Background: an optimization exercise with open tools, aiming at small area, a short achievable clock period and few clock cycles. Do not read the settings as production practice. The RTL was checked by simulation tests, not by an equivalence proof against the original design. Power figures rest on the tool's default switching activity, not on a simulated workload.

## 10-26
==> module qr_rs_encoder, before the edit <==
module qr_rs_encoder (
    input  wire       clk,
    input  wire       rst,           
    input  wire       start,
    input  wire [5:0] cfg_version,
    input  wire [1:0] cfg_ecl,
    output wire       idle,
    output reg        cfg_err,
    input  wire       in_valid,
    input  wire [7:0] in_data,
    output wire       in_ready,
    output reg        out_valid,
    output reg  [7:0] out_data,
    output reg        out_last_blk,
    output reg        out_last,
    input  wire       out_ready
);
  localparam S_IDLE  = 2'd0;
  localparam S_SETUP = 2'd1;
  localparam S_RUN   = 2'd2;
  reg [1:0] state;
  reg [5:0] ver_q;
  reg [1:0] ecl_q;
  reg [12:0] esel_q;      
  reg [4:0]  em1_q;       
  reg [6:0]  k1m1_q;      
  reg [6:0] in_cnt;       
  reg [6:0] klim;         
  reg [6:0] sh_left;      
  reg [6:0] blk_left;     
  reg       blk_end_f;    
  reg       last_blk_f;   
  reg       in_done;      
  reg        ib_valid;
  reg [26:0] ib_dyn;      
  reg       ib_last;      
  reg       ib_lastcmd;   
  reg [7:0]  rem [1:29];  
  reg [26:0] r0d;         
  reg [7:0] ob  [0:29];
  reg [4:0] ob_n;         
  reg       ob_has;       
  reg       ob_one;       
  reg       ob_lastcmd;   
  reg       sk_valid;
  reg [7:0] sk_data;
  reg       sk_last_blk;
  reg       sk_last;
  wire [12:0]  t_esel;
  wire [4:0]   t_em1;
  wire [6:0]   t_k1m1, t_n1m1, t_nbm1;
  wire         t_nb1;
  wire [809:0] gcoef;
  qr_rs_blocktable u_table (
      .version(ver_q), .ecl(ecl_q),
      .esel(t_esel), .em1(t_em1), .k1m1(t_k1m1), .n1m1(t_n1m1), .nbm1(t_nbm1), .nb1(t_nb1)
  );
  qr_rs_genpoly u_genpoly (.esel(esel_q), .coef(gcoef));
  wire cfg_ok = (cfg_version >= 6'd1) && (cfg_version <= 6'd40);
  reg pop, consume, load, setup;
  assign in_ready = (state == S_RUN || state == S_SETUP) && !in_done && (!ib_valid || consume);
  wire   take     = in_valid && in_ready;
  wire ib_valid_n = take || (ib_valid && !consume);
  wire ib_last_n  = take ? blk_end_f : ib_last;
  wire ob_has_n   = load || (ob_has && !(pop && ob_one));
  wire ob_one_n   = !load && (pop ? (ob_n == 5'd1) : ob_one);
  wire sk_valid_n = out_valid && !out_ready && (sk_valid || pop);
  wire pop_n      = ob_has_n && !sk_valid_n;
  wire consume_n  = ib_valid_n && (!ib_last_n || !ob_has_n || (pop_n && ob_one_n));
  assign idle = (state == S_IDLE);
  wire [26:0] in_dyn;
  wire [7:0]  ob0_s;
  qr_rs_dyn_std    u_in   (.s(in_data), .d(in_dyn));
  qr_rs_from_tower u_from (.t(ob[0]), .s(ob0_s));
  wire [26:0] fdyn = ib_dyn ^ r0d;
  wire [7:0]  prod [0:29];
  wire [26:0] leaf [0:29];
  genvar gj;
  generate for (gj = 0; gj < 30; gj = gj + 1) begin : g_mul
    qr_rs_tmul u_mul (.d(fdyn), .s(gcoef[27*gj +: 27]), .p(prod[gj]), .t(leaf[gj]));
  end endgenerate
  wire [26:0] r1d, p0d;
  qr_rs_dyn      u_r1d (.a(rem[1]), .d(r1d));
  qr_rs_dyn_prod u_p0d (.t(leaf[0]), .d(p0d));
  integer j;
  reg [7:0] nrem [0:29];
  always @(*) begin
    for (j = 0; j < 29; j = j + 1)
      nrem[j] = rem[j+1] ^ prod[j];
    nrem[29] = prod[29];
  end
  wire give = out_valid && out_ready;
  always @(posedge clk) begin
    if (rst) begin
      state     <= S_IDLE;
      cfg_err   <= 1'b0;
      ib_valid  <= 1'b0;
      in_done   <= 1'b0;
      ob_has    <= 1'b0;
      ob_one    <= 1'b0;
      sk_valid  <= 1'b0;
      out_valid    <= 1'b0;
      out_last_blk <= 1'b0;
      out_last     <= 1'b0;
      pop          <= 1'b0;
      consume      <= 1'b0;
      load         <= 1'b0;
      setup        <= 1'b0;
    end else begin
      pop     <= pop_n;
      consume <= consume_n;
      load    <= consume_n && ib_last_n;
      setup   <= (state == S_IDLE) && start && cfg_ok;
      case (state)
        S_IDLE: begin
          if (start) begin
            cfg_err <= !cfg_ok;
            if (cfg_ok) begin
              ver_q      <= cfg_version;
              ecl_q      <= cfg_ecl;
              in_done    <= 1'b0;
              in_cnt     <= 7'd0;
              blk_end_f  <= 1'b0;
              last_blk_f <= 1'b0;
              state      <= S_SETUP;
            end
          end
        end
        S_SETUP: begin
          esel_q     <= t_esel;
          em1_q      <= t_em1;
          k1m1_q     <= t_k1m1;
          klim       <= t_k1m1;
          sh_left    <= t_n1m1;
          blk_left   <= t_nbm1;
          last_blk_f <= t_nb1;
          state      <= S_RUN;
        end
        default: begin
          if (give && out_last)
            state <= S_IDLE;
        end
      endcase
      if (take) begin
        ib_valid   <= 1'b1;
        ib_dyn     <= in_dyn;
        ib_last    <= blk_end_f;
        ib_lastcmd <= blk_end_f && last_blk_f;
        if (blk_end_f) begin
          in_cnt     <= 7'd0;
          klim       <= (sh_left != 7'd0) ? k1m1_q : k1m1_q + 7'd1;
          sh_left    <= (sh_left != 7'd0) ? sh_left - 7'd1 : 7'd0;
          blk_left   <= blk_left - 7'd1;
          blk_end_f  <= 1'b0;
          last_blk_f <= (blk_left == 7'd1);
        end else begin
          in_cnt    <= in_cnt + 7'd1;
          blk_end_f <= (state == S_RUN) && (in_cnt + 7'd1 == klim);
        end
        if (blk_end_f && last_blk_f)
          in_done <= 1'b1;
      end else if (consume) begin
        ib_valid <= 1'b0;
      end
      if (load) begin
        ob_n       <= em1_q;
        ob_has     <= 1'b1;
        ob_one     <= 1'b0;
        ob_lastcmd <= ib_lastcmd;
      end else if (pop) begin
        ob_n   <= ob_n - 5'd1;
        ob_has <= !ob_one;
        ob_one <= (ob_n == 5'd1);
      end
      if (!out_valid || out_ready) begin
        out_valid <= sk_valid || pop;
        if (sk_valid) begin
          out_data     <= sk_data;
          out_last_blk <= sk_last_blk;
          out_last     <= sk_last;
        end else begin
          out_data     <= ob0_s;
          out_last_blk <= ob_one;
          out_last     <= ob_one && ob_lastcmd;
        end
        sk_valid <= 1'b0;
      end else if (pop) begin
        sk_valid    <= 1'b1;
        sk_data     <= ob0_s;
        sk_last_blk <= ob_one;
        sk_last     <= ob_one && ob_lastcmd;
      end
    end
  end
  always @(posedge clk) begin
    if (setup)
      r0d <= 27'd0;
    else if (consume)
      r0d <= ib_last ? 27'd0 : (r1d ^ p0d);
    for (j = 1; j < 30; j = j + 1) begin
      if (setup)
        rem[j] <= 8'd0;
      else if (consume)
        rem[j] <= ib_last ? 8'd0 : nrem[j];
    end
    for (j = 0; j < 30; j = j + 1) begin
      if (load)
        ob[j] <= nrem[j];
      else if (pop)
        ob[j] <= (j < 29) ? ob[(j < 29) ? j + 1 : 0] : 8'd0;
    end
  end
endmodule
clock: 6.5 ns
lec_check: 0
cap_margin: 20
core_margin: 2
core_utilization: 40
place_density: 0.6
setup_slack_margin: 3.5
slew_margin: 20
synth_memory_max_bits: 16384
run.sh (not shown) runs the stock make flow with config.mk's settings and CLKGATE_MAP_FILE= SYNTH_SCRIPT=/design/flow/synth_recipe.tcl, a recipe that flattens the netlist after the stock synthesis.
Testbench counts of 10-26, summed over its fixed seeds: cycles 65,338.
Edits applied to the flow inputs when going from 10-26 to 02-20:
-- flow/design.v --
<<< 10-26, line 167
);
  localparam S_IDLE  = 2'd0;
  localparam S_SETUP = 2'd1;
  localparam S_RUN   = 2'd2;
  reg [1:0] state;
>>> 02-20, line 167
);
  localparam S_IDLE  = 2'd0;
  localparam S_SETUP = 2'd1;    
  localparam S_LOAD  = 2'd3;    
  localparam S_RUN   = 2'd2;
  reg [1:0] state;
<<< 10-26, line 175
  reg [4:0]  em1_q;       
  reg [6:0]  k1m1_q;      
  reg [6:0] in_cnt;       
  reg [6:0] klim;         
>>> 02-20, line 176
  reg [4:0]  em1_q;       
  reg [6:0]  k1m1_q;      
  reg [6:0]  n1m1_q;      
  reg [6:0]  nbm1_q;      
  reg        nb1_q;       
  reg [6:0] in_cnt;       
  reg [6:0] klim;         
<<< 10-26, line 208
  qr_rs_genpoly u_genpoly (.esel(esel_q), .coef(gcoef));
  wire cfg_ok = (cfg_version >= 6'd1) && (cfg_version <= 6'd40);
  reg pop, consume, load, setup;
  assign in_ready = (state == S_RUN || state == S_SETUP) && !in_done && (!ib_valid || consume);
  wire   take     = in_valid && in_ready;
  wire ib_valid_n = take || (ib_valid && !consume);
  wire ib_last_n  = take ? blk_end_f : ib_last;
  wire ob_has_n   = load || (ob_has && !(pop && ob_one));
  wire ob_one_n   = !load && (pop ? (ob_n == 5'd1) : ob_one);
  wire sk_valid_n = out_valid && !out_ready && (sk_valid || pop);
  wire pop_n      = ob_has_n && !sk_valid_n;
  wire consume_n  = ib_valid_n && (!ib_last_n || !ob_has_n || (pop_n && ob_one_n));
  assign idle = (state == S_IDLE);
  wire [26:0] in_dyn;
>>> 02-20, line 212
  qr_rs_genpoly u_genpoly (.esel(esel_q), .coef(gcoef));
  wire cfg_ok = (cfg_version >= 6'd1) && (cfg_version <= 6'd40);
  wire pop     = ob_has && !sk_valid;
  wire ob_free = !ob_has || (pop && ob_one);
  wire consume = ib_valid && (!ib_last || ob_free);
  wire load    = consume && ib_last;
  assign in_ready = (state != S_IDLE) && !in_done && (!ib_valid || consume);
  wire   take     = in_valid && in_ready;
  assign idle = (state == S_IDLE);
  wire [26:0] in_dyn;
<<< 10-26, line 253
      out_last_blk <= 1'b0;
      out_last     <= 1'b0;
      pop          <= 1'b0;
      consume      <= 1'b0;
      load         <= 1'b0;
      setup        <= 1'b0;
    end else begin
      pop     <= pop_n;
      consume <= consume_n;
      load    <= consume_n && ib_last_n;
      setup   <= (state == S_IDLE) && start && cfg_ok;
      case (state)
        S_IDLE: begin
>>> 02-20, line 253
      out_last_blk <= 1'b0;
      out_last     <= 1'b0;
    end else begin
      case (state)
        S_IDLE: begin
<<< 10-26, line 281
          em1_q      <= t_em1;
          k1m1_q     <= t_k1m1;
          klim       <= t_k1m1;
          sh_left    <= t_n1m1;
          blk_left   <= t_nbm1;
          last_blk_f <= t_nb1;
          state      <= S_RUN;
        end
>>> 02-20, line 273
          em1_q      <= t_em1;
          k1m1_q     <= t_k1m1;
          n1m1_q     <= t_n1m1;
          nbm1_q     <= t_nbm1;
          nb1_q      <= t_nb1;
          state      <= S_LOAD;
        end
        S_LOAD: begin
          klim       <= k1m1_q;
          sh_left    <= n1m1_q;
          blk_left   <= nbm1_q;
          last_blk_f <= nb1_q;
          state      <= S_RUN;
        end
<<< 10-26, line 344
  end
  always @(posedge clk) begin
    if (setup)
      r0d <= 27'd0;
    else if (consume)
      r0d <= ib_last ? 27'd0 : (r1d ^ p0d);
    for (j = 1; j < 30; j = j + 1) begin
      if (setup)
        rem[j] <= 8'd0;
      else if (consume)
>>> 02-20, line 342
  end
  always @(posedge clk) begin
    if (state == S_SETUP)
      r0d <= 27'd0;
    else if (consume)
      r0d <= ib_last ? 27'd0 : (r1d ^ p0d);
    for (j = 1; j < 30; j = j + 1) begin
      if (state == S_SETUP)
        rem[j] <= 8'd0;
      else if (consume)
[summary]
- Both conditions hold for 02-20: the flow ran to the end and the final layout passed the timing, DRC and antenna checks.
- Number of iterations in the first detailed-routing pass in 02-20 is 5 higher than in 10-26
- Total vias in the final route of 02-20 exceeds that of 10-26 by a few percent.
- 02-20 vs 10-26: register area share after synthesis up
- 02-20 falls short of 10-26 in maximum clock frequency.
- | clock insertion delay at the later pin of the skew report | 10-26 vs 02-20 | ≈ equal |
- Going from 10-26 to 02-20, clock-buffer cell count shrank by more than 10%.
- Taking 10-26 as the reference, in 02-20 cell count higher; measured slew at the worst slew-check pin lower; total of fill cells in the finished design higher; power per standard cell area higher; clock group share of total power lower.
- Leakage power of the design in 02-20 is about 1% above 10-26.
- Die area grows slightly when moving from 10-26 to 02-20.
- Going from 10-26 to 02-20, the count of buffers added by post-CTS timing repair for setup was found to have gone down by about 35%.
Testbench counts of 02-20, summed over its fixed seeds: cycles 65,338.

==> afterwards: timing with drivers on the ports <==
Ports are ideal in the flow. The routed layouts listed here were re-timed in OpenROAD. Step 1 (the two cells are an assumption about what drives the block):
set clk [get_ports {clk}]
set_driving_cell -lib_cell sky130_fd_sc_hd__clkbuf_16 $clk
set_driving_cell -lib_cell sky130_fd_sc_hd__buf_2 [delete_from_list [all_inputs] $clk]
Step 2 adds t to the input delays and takes it off the output delays; t is the mean of the earliest and latest rising clock arrival at the registers after step 1. Input paths then give back, and output paths get back, about the clock's delay inside the block. Slacks: ideal / step 1 / step 2; pairs: ideal / step 1.
| run | t, ns | slack for setup (ns) | worst register clock-pin slew, ns |
|---|---|---|---|
| 10-26 | 0.793 | 3.343 / 3.343 / 2.886 | 0.08 / 0.08 |
| 02-20 | 0.787 | 3.315 / 3.249 / 2.795 | 0.07 / 0.07 |
After both steps every run listed still meets setup and hold. The setup slack of 02-20, which loses most, moves by -0.066 ns with the drivers and by -0.520 ns with both steps.
